What follows belongs to an exercise in optimizing a design on an open flow for small area; a production flow would make more cautious choices.
Function was checked by simulation only, so behaviour that the tests miss may differ from the original.
Power and IR drop assume default switching activity.

## the baseline
Design updc, start of the top module:
module updc (
    input             clk,
    input             rst,
    input             echo,
    input             btn1,
    input             btn2,
    input             adc_done,
    input      [11:0] adc_data,
    input             bus_en,
    input             bus_we,
    input      [7:0]  bus_addr,
    input      [31:0] bus_wdata,
    output            trig,
    output     [11:0] dac_out,
    output reg        dac_we,
    output            led1,
    output            led2,
    output            irq,
    output reg [31:0] bus_rdata
);
Size in the first run: roughly 340 flip-flops.
export LEC_CHECK = 0
export ABC_AREA = 1
export CAP_MARGIN = 20
export CORE_MARGIN = 2
export CORE_UTILIZATION = 40
export PLACE_DENSITY = 0.6
export SLEW_MARGIN = 20
create_clock -name core_clock -period 100.0 [get_ports {clk}]
standard.sh (not shown) runs the stock make flow with config.mk's settings and CLKGATE_MAP_FILE= SYNTH_SCRIPT=/design/flow/synth_recipe.tcl, a recipe that flattens the netlist after the stock synthesis.
==> flow/flow/run.sh <==
#!/bin/bash
# Standard layout with two changes: ports are buffered with the smallest
# buffer, and clock tree synthesis uses small buffers without dummy loads.
set -euo pipefail
export BUFFER_PORTS_ARGS="-buffer_cell sky130_fd_sc_hd__buf_1"
export CTS_ARGS="-sink_clustering_enable -repair_clock_nets -dont_use_dummy_load -buf_list sky130_fd_sc_hd__clkbuf_16 -sink_clustering_size 25 -sink_clustering_max_diameter 80"
bash standard.sh > run_standard.log 2>&1
The baseline | stages: all done | timing, DRC, antenna: all pass
[inputs] the candidate vs the baseline
Settings: CORE_UTILIZATION changed from 40 to 65; PLACE_DENSITY changed from 0.6 to 0.8.
==> flow/flow/run.sh <==
#!/bin/bash
# Standard layout with two changes: ports are buffered with the smallest
# buffer, and clock tree synthesis uses small buffers without dummy loads.
set -euo pipefail
export BUFFER_PORTS_ARGS="-buffer_cell sky130_fd_sc_hd__buf_1"
export CTS_ARGS="-sink_clustering_enable -repair_clock_nets -dont_use_dummy_load -buf_list sky130_fd_sc_hd__clkbuf_16 -sink_clustering_size 28 -sink_clustering_max_diameter 80"
bash standard.sh > run_standard.log 2>&1
### Flow results
The candidate vs. the baseline: number of DRC violations after detailed-routing iteration 0 +340, power per cell area -about 1.6%, total CTS buffers -4, post-route total power -about 4%. The candidate against the baseline: global routing usage on met2 rose 16 points; routability-driven placement congestion ratio rose 0.064; final worst slack fell 0.27 ns.

========
## the reference run
Another version of the RTL of updc (not shown whole).
Size in the first run: ~2100 cells after synthesis, about 340 flip-flops, ~110 I/O pins, roughly 18000 um2 of cells after synthesis.
export LEC_CHECK = 0
export CAP_MARGIN = 20
export CORE_MARGIN = 2
export CORE_UTILIZATION = 40
export PLACE_DENSITY = 0.6
export SLEW_MARGIN = 20
create_clock -name core_clock -period 100.0 [get_ports {clk}]
==> flow/flow/run.sh <==
#!/bin/bash
# Standard layout with two changes: ports are buffered with the smallest
# buffer, and clock tree synthesis uses small buffers without dummy loads.
set -euo pipefail
export BUFFER_PORTS_ARGS="-buffer_cell sky130_fd_sc_hd__buf_1"
export CTS_ARGS="-sink_clustering_enable -repair_clock_nets -dont_use_dummy_load -buf_list sky130_fd_sc_hd__clkbuf_16 -sink_clustering_size 20 -sink_clustering_max_diameter 60"
bash standard.sh > run_standard.log 2>&1
The reference run: all stages complete, timing, DRC and antenna checks passed
[inputs] the trial run vs the reference run
- CTS_BUF_LIST newly set to sky130_fd_sc_hd__clkbuf_16
- CTS_CLUSTER_DIAMETER newly set to 60
- CTS_CLUSTER_SIZE newly set to 20
==> flow/run.sh (new file) <==
#!/bin/bash
# synth_recipe.tcl (not shown) runs the flow's synth.tcl, then flattens the netlist and writes it again
# the make line also repeats each setting of config.mk as NAME=value (left out here)
make -C /OpenROAD-flow-scripts/flow DESIGN_CONFIG=/design/flow/config.mk WORK_HOME=/design/flow/orfs CLKGATE_MAP_FILE= SYNTH_SCRIPT=/design/flow/synth_recipe.tcl finish
removed: flow/flow/run.sh
removed: flow/standard.sh
- The trial run vs. the reference run: internal power went up by 5.9%.
- Of the reference run and the trial run, the run reporting the lower overall power consumption was the reference run.
- Number of buffer and inverter stages on the critical path came out exactly the same in the reference run and the trial run.
- For the number of standard cells in the final layout excluding fillers, the trial run came in 26 higher than the reference run did.
- Comparing post-DP HPWL for the reference run and the trial run, the bigger number came from the trial run.
- Taking the reference run as the reference point, the clock skew of the trial run falls by 0.031 ns.
- Final cell area: the trial run above the reference run
- Per the comparison of the trial run with the reference run, portion of total power attributed to the clock network went up by 4.3 points; power per unit of standard cell area grew by 0.47 nW/um2; final critical-path share of the clock period increased 0.93 points; met1 global-route usage grew by 0.48 points.

afterwards: timing with drivers on the ports:
How much do the figures lean on ideal ports? The routed layouts below were timed once more, with nothing changed but the port constraints. Step 1, drivers: a clkbuf_16 drives clk and a buf_2 each remaining input, both assumed. Step 2 also shifts input and output timing later by t, the mid clock arrival at the registers, as if the neighbouring blocks saw the same clock. Three values: ideal ports, drivers, drivers and shift; two values: the first two.
run | t, ns | slack for setup (ns) | cell pins on the clock port's net
the baseline | 0.568 | 55.546 / 55.515 / 55.515 | 1
the candidate | 0.552 | 55.271 / 55.247 / 55.247 | 1
the reference run | 0.626 | 57.116 / 57.096 / 57.096 | 1
the trial run | 0.639 | 56.188 / 56.141 / 56.141 | 1
After both steps every run listed still meets setup and hold. The setup slack of the trial run, which loses most, moves by -0.047 ns with the drivers and by -0.047 ns with both steps.
